This is an optimization exercise on Yosys and OpenROAD, whose aim is small area and a short achievable clock period, not a production implementation.
No functional check of the RTL was part of this run.
Power figures rest on the tool's default switching activity, not on a simulated workload.

**design/flow/config.mk**
```make
export PLATFORM = sky130hd
export DESIGN_NAME = fp_scaler
export DESIGN_NICKNAME = fp_scaler
export VERILOG_FILES = /design/flow/design.v
export SDC_FILE = /design/flow/constraint.sdc
export NUM_CORES = 4
export LEC_CHECK = 0
export CAP_MARGIN = 20
export CORE_MARGIN = 2
export CORE_UTILIZATION = 40
export SLEW_MARGIN = 20
```
**design/flow/constraint.sdc**
```tcl
create_clock -name core_clock -period 7.0 [get_ports {clk}]
set_input_delay 1.4000 -clock core_clock [delete_from_list [all_inputs] [get_ports {clk}]]
set_output_delay 1.4000 -clock core_clock [all_outputs]
set_load 0.01 [all_outputs]
```
**design/flow/design.v**
```verilog
module fp_exponent_adder (
    input  wire        is_sub,
    input  wire [7:0]  e,
    input  wire [31:0] k0_sub,
    input  wire [31:0] n,
    output wire [31:0] ksum
);
    wire [31:0] k0 = is_sub ? k0_sub : {24'd0, e};
    assign ksum = k0 + n;
endmodule
module subnormal_normalizer (
    input  wire [22:0] m,         
    output wire [22:0] nfw,       
    output wire [31:0] k0_sub,    
    input  wire        s,
    input  wire [22:0] fw,        
    input  wire [31:0] t,         
    output wire [31:0] y_sub,
    output wire [4:0]  f_sub
);
    reg [4:0] p;
    integer i;
    always @(*) begin
        p = 5'd0;
        for (i = 0; i < 23; i = i + 1)
            if (m[i]) p = i[4:0];
    end
    wire [4:0]  lsh     = 5'd23 - p;
    wire [23:0] m_shift = {1'b0, m} << lsh;
    assign nfw    = m_shift[22:0];
    assign k0_sub = {27'd0, p} - 32'd22;
    wire [23:0] sig = {1'b1, fw};
    wire [31:0] sh  = 32'd1 - t;           
    wire [47:0] wide = {sig, 24'd0} >> sh[4:0];
    wire [23:0] q      = wide[47:24];
    wire        rbit   = wide[23];
    wire        sticky = |wide[22:0];
    wire        up     = rbit & (sticky | q[0]);
    wire [23:0] qr     = q + {23'd0, up};
    assign y_sub = {s, 7'd0, qr};
    assign f_sub = (rbit | sticky) ? 5'b00011 : 5'b00000;
endmodule
module overflow_underflow_detector (
    input  wire        is_zero,
    input  wire        is_nonfin,
    input  wire        is_sub,
    input  wire [31:0] n,
    input  wire [31:0] ksum,
    output reg  [2:0]  sel
);
    localparam signed [31:0] K_MAX = 32'sd254;
    localparam signed [31:0] K_MIN = -32'sd22;
    localparam signed [31:0] N_LO  = -32'sd50000;
    localparam signed [31:0] N_HI  = 32'sd50000;
    localparam [2:0] P1  = 3'b000, P2  = 3'b001, P3U = 3'b010, P5 = 3'b011,
                     P6  = 3'b100, P7O = 3'b101, P7U = 3'b110, P8 = 3'b111;
    wire early_uf = is_sub && ($signed(n) < N_LO);
    wire above    = $signed(ksum) > K_MAX;
    wire pos      = $signed(ksum) > 0;
    wire below    = $signed(ksum) < K_MIN;
    wire n_big    = $signed(n) > N_HI;
    always @(*) begin
        if (is_zero)       sel = P1;
        else if (is_nonfin) sel = P2;
        else if (early_uf) sel = P3U;
        else if (above)    sel = P5;
        else if (pos)      sel = P6;
        else if (below)    sel = n_big ? P7O : P7U;
        else               sel = P8;
    end
endmodule
module fp_scaler_core (
    input  wire [31:0] x,
    input  wire [31:0] n,
    output reg  [31:0] y,
    output reg  [4:0]  fflags
);
    wire        s = x[31];
    wire [7:0]  e = x[30:23];
    wire [22:0] m = x[22:0];
    wire is_zero   = (x[30:0] == 31'd0);
    wire is_nonfin = (e == 8'hFF);
    wire is_sub    = (e == 8'h00) && (m != 23'd0);
    wire [22:0] nfw;
    wire [31:0] k0_sub;
    wire [31:0] ksum;
    wire [31:0] y_sub;
    wire [4:0]  f_sub;
    wire [2:0]  sel;
    wire [22:0] fw = is_sub ? nfw : m;
    subnormal_normalizer u_norm (
        .m(m), .nfw(nfw), .k0_sub(k0_sub),
        .s(s), .fw(fw), .t(ksum), .y_sub(y_sub), .f_sub(f_sub)
    );
    fp_exponent_adder u_add (
        .is_sub(is_sub), .e(e), .k0_sub(k0_sub), .n(n), .ksum(ksum)
    );
    overflow_underflow_detector u_det (
        .is_zero(is_zero), .is_nonfin(is_nonfin), .is_sub(is_sub),
        .n(n), .ksum(ksum), .sel(sel)
    );
    always @(*) begin
        case (sel)
            3'b000: begin y = x; fflags = 5'b00000; end                       
            3'b001: begin                                                     
                if (m == 23'd0) begin y = x; fflags = 5'b00000; end
                else begin
                    y = x | 32'h0040_0000;
                    fflags = m[22] ? 5'b00000 : 5'b10000;
                end
            end
            3'b010: begin y = {s, 31'd0};          fflags = 5'b00011; end   
            3'b011: begin y = {s, 8'hFF, 23'd0};   fflags = 5'b00101; end   
            3'b100: begin y = {s, ksum[7:0], fw};  fflags = 5'b00000; end   
            3'b101: begin y = {s, 8'hFF, 23'd0};   fflags = 5'b00101; end   
            3'b110: begin y = {s, 31'd0};          fflags = 5'b00011; end   
            default: begin y = y_sub;              fflags = f_sub;    end   
        endcase
    end
endmodule
module fp_scaler (
    input  wire        clk,
    input  wire        rst,        
    input  wire        in_valid,
    input  wire [31:0] x,
    input  wire [31:0] n,
    output reg         out_valid,
    output reg  [31:0] y,
    output reg  [4:0]  fflags
);
    reg        v_q;
    reg [31:0] x_q, n_q;
    wire [31:0] y_c;
    wire [4:0]  f_c;
    fp_scaler_core u_core (.x(x_q), .n(n_q), .y(y_c), .fflags(f_c));
    always @(posedge clk) begin
        if (rst) begin
            v_q       <= 1'b0;
            out_valid <= 1'b0;
        end else begin
            v_q       <= in_valid;
            out_valid <= v_q;
        end
    end
    always @(posedge clk) begin
        if (in_valid) begin
            x_q <= x;
            n_q <= n;
        end
        if (v_q) begin
            y      <= y_c;
            fflags <= f_c;
        end
    end
endmodule
```
**design/flow/run.sh**
```bash
#!/bin/bash
# synth_recipe.tcl (not shown) runs the flow's synth.tcl, then flattens the netlist and writes it again
# the make line also repeats each setting of config.mk as NAME=value (left out here)
make -C /OpenROAD-flow-scripts/flow DESIGN_CONFIG=/design/flow/config.mk WORK_HOME=/design/flow/orfs CLKGATE_MAP_FILE= SYNTH_SCRIPT=/design/flow/synth_recipe.tcl finish
```
==> out/metrics.csv <==
metric,value,unit
ys_seq_area_frac,0.269,
vias_per_cell,6.59,
cts.sinks,102,
clk_path_buf_depth,2,
grt-ovfl-total,0,
pre_cts_ws,0.214,ns
drive_above_1_share,0.172,
hold_ws,0.430,ns
syn-num-nets,1481,
worst_pin_slew,0.965,ns
fin_crit,6.63,ns
num_antenna_cells,0,
yosysWarningCount,4,
grt_pass1_wl,76100,um
ff2ff_path_depth,23,
arrival,6.70,ns
min_to,y[31],
syn2layout_area_growth,22.4,%
syn_avg_cell_area,8.10,um2
synthFlopType,edfxtp_1,
hold_depth,0,
drt-initial-drc-count,1808,
async_reset_ff_frac,0,
grt_use_total,0.347,
drt-total-wl,51700,um
hold_violations,0,
ir_worst_vdd,117,uV
grt_max_degree,66,
synth_top_area_cell,edfxtp_1,
hp-class,reg2reg,
cts_buffers,9,
netlist_top_cells_area,"edfxtp_1 27%, nand2_1 4.8%, nor2_1 3.9%, a21oi_1 3.5%, o21ai_0 3.3%",
crit_type,reg2reg,
cts_tree,yes,
netlist.area_leader.share,0.266,
fin_nets,1648,
synth_cells,1395,
core_area,0.0278,mm2
dp_hpwl,41100,um
synth-edff-count,100,
drv_cap,0,
worstSetupEndpointType,register,
cp_max_fo,9,
drt-pass1-iter-count,6,
min_from,x_q[31],
clk_pin_slew,0.09,ns
power.density,253,mW/mm2
wire_per_inst,26.6,um
setup_viol,0,
netlist_area,0.0113,mm2
portBuffers,103,
ys_types,106,
max_freq,0.151,GHz
fin_ws,0.374,ns
antenna_found_initial,0,
row_count,61,
htree_levels,3,
synth_most_common_cell,nand2_1,
place_inst,1923,
slew_violations,0,
final_cell_count_no_fill,1945,
skew,0.0132,ns
netlist_top_cells_count,"144 x nand2_1, 116 x nor2_1, 100 x edfxtp_1, 80 x a21oi_1, 74 x o21ai_0",
num_vias,12800,
slew_headroom,0.350,
final_util,0.498,
ys_seq_elements,102,
cp.required,7.07,ns
die_h,172,um
fin_crit_sh,0.947,
rr_startpoint,x_q[8],
status,timing/DRC/antenna clean,
die_x,172,um
place.gp.congestion,1.07,
startpoint_type,register,
leakagePower,0.00478,uW
drc,0,
io_pins,105,
rrSetupSlack,0.37,ns
start_util,0.407,
cts_root_buffer,clkbuf_16,
insertion_delay,0.37,ns
dieArea,0.0296,mm2
reg2reg_to,y[14],
grt_pass1_vias,11800,
final_antenna_net_count,0,
-- metrics by stage --
stage / total power [uW] / area, um2 / TNS [ns]
2_1_floorplan: 1900 / 11300 / 0
3_3_place_gp: 2920 / 13400 / 0
3_5_place_dp: 2880 / 13400 / 0
4_1_cts: 3410 / 13800 / 0
5_1_grt: 3620 / 13800 / -0.0405
6_report: 3490 / 13800 / 0
-- final cells by class --
| class | instances | area, um2 |
|---|---|---|
| multi-input cells | 1166 | 7730 |
| clock inverters | 7 | 86.3 |
| repair buffers | 254 | 2160 |
| flip-flops and latches | 102 | 3040 |
| well taps | 378 | 473 |
| clock buffers | 9 | 225 |
| inverters | 29 | 109 |
| fillers | 2765 | 14000 |
-- layout by cell type (no fill, tap or decap), types with 7 or more instances in the layout --
cell and count:
o21ai_0 72, ha_1 18, xor2_1 25, or4_1 14, nand2b_1 11, clkdlybuf4s50_1 102, or2_2 9, a221oi_1 8
nand4_1 33, nand3_1 43, o21ai_1 37, o211ai_1 26, a21oi_2 11, inv_1 23, and2_1 10, nand2_1 144
xnor2_1 31, a211oi_1 24, edfxtp_1 100, nor2_1 115, nor3_1 62, buf_4 151, a21oi_1 80, clkbuf_16 9
and3_1 15, nor2b_1 16, a22oi_1 19, o31ai_1 19, o221ai_1 11, a31oi_1 18, o21a_1 8, or3_1 13
nor3b_1 7, a221oi_2 7, a21o_1 22, o22ai_1 27, mux2i_1 20, nor4_1 34
-- worst max-delay path, cell delays in order, from the launching register on --
cell and delay [ns]:
edfxtp_1 0.50, buf_4 0.22, nor3b_1 0.14, or4b_4 0.57, a21o_1 0.22, a21oi_4 0.25, a21o_1 0.16, ha_1 0.21
fa_1 0.45, ha_1 0.36, clkinv_1 0.37, buf_4 0.31, mux4_2 0.32, o221ai_1 0.31, nand2_1 0.10, a2bb2oi_1 0.52
nor2_1 0.17, ha_1 0.24, nor3b_1 0.15, buf_4 0.18, nand4_1 0.10, xnor2_1 0.16, buf_4 0.16, o221ai_1 0.14
-- worst max path at each step --
stage	endpoint	depth (start not counted)	start	slack (ns)
floorplan	y[10]	29	x_q[9]	0.18
global placement	y[23]	22	x_q[11]	0.35
detailed placement	y[23]	24	x_q[14]	0.21
CTS	y[23]	24	x_q[14]	0.19
global route	y[23]	24	x_q[11]	-0.03
finish	y[14]	23	x_q[8]	0.37
-- flip-flops by register name, indices dropped and copies added, names as in the netlist --
signal	count
fflags	4
out_valid	1
x_q	32
n_q	32
y	32
v_q	1
-- kinds of logic (layout without fill, tap and decap cells) --
family | count (synthesis) | count (layout) | share of synthesized area
adder cells (fa/ha/maj) | 19 | 19 | 0.0217
XOR/XNOR | 56 | 56 | 0.0434
multiplexers | 25 | 25 | 0.0257
flip-flops | 102 | 102 | 0.269
AO/OA/AOI/OAI | 499 | 499 | 0.327
other | 1 | 1 | 0.000332
AND/OR/NAND/NOR | 566 | 566 | 0.263
buffers and inverters | 127 | 299 | 0.0493
-- per-layer routing --
metal | share of wire | global-route usage | vias up
met5 | 0 | 0 | -
met4 | 0.053 | 0.161 | 0
met3 | 0.097 | 0.0616 | 156
met2 | 0.43 | 0.533 | 756
met1 | 0.42 | 0.475 | 6083
li1 | - | - | 5813
-- power by group --
part | internal (uW) | total, uW | leakage [uW] | switching (uW)
combinational | 804 | 2170 | 0.00367 | 1360
sequential | 721 | 797 | 0.000956 | 76.3
clock | 257 | 530 | 0.000151 | 273
total | 1780 | 3490 | 0.00478 | 1710
-- what timing repair did --
item / 4_1_cts / 5_1_grt
resized for setup: 0 / 8
setup endpoints to repair: 0 / 33
setup buffers: 0 / 6
hold buffers: 0 / 0

-- afterwards: timing with drivers on the ports --
The flow's constraints put no driver on any port. The routed layout listed below was extracted and timed again, unchanged, in two steps.
Step 1 assumes that a clkbuf_16 drives the clock port and a buf_2 every other input.
Step 2, shift: input delay + t, output delay - t, t = (earliest + latest rising clock arrival at the registers) / 2. This alone moves slack from input paths to output paths.
Slacks: ideal / step 1 / step 2; pairs: ideal / step 1.
t, ns: 0.409
slack for setup (ns): 0.374 / 0.374 / 0.374
worst data-port slew with drivers (ns): 0.07
After both steps this run still meets setup and hold. The setup slack of this run moves by 0.000 ns with the drivers and by 0.000 ns with both steps.
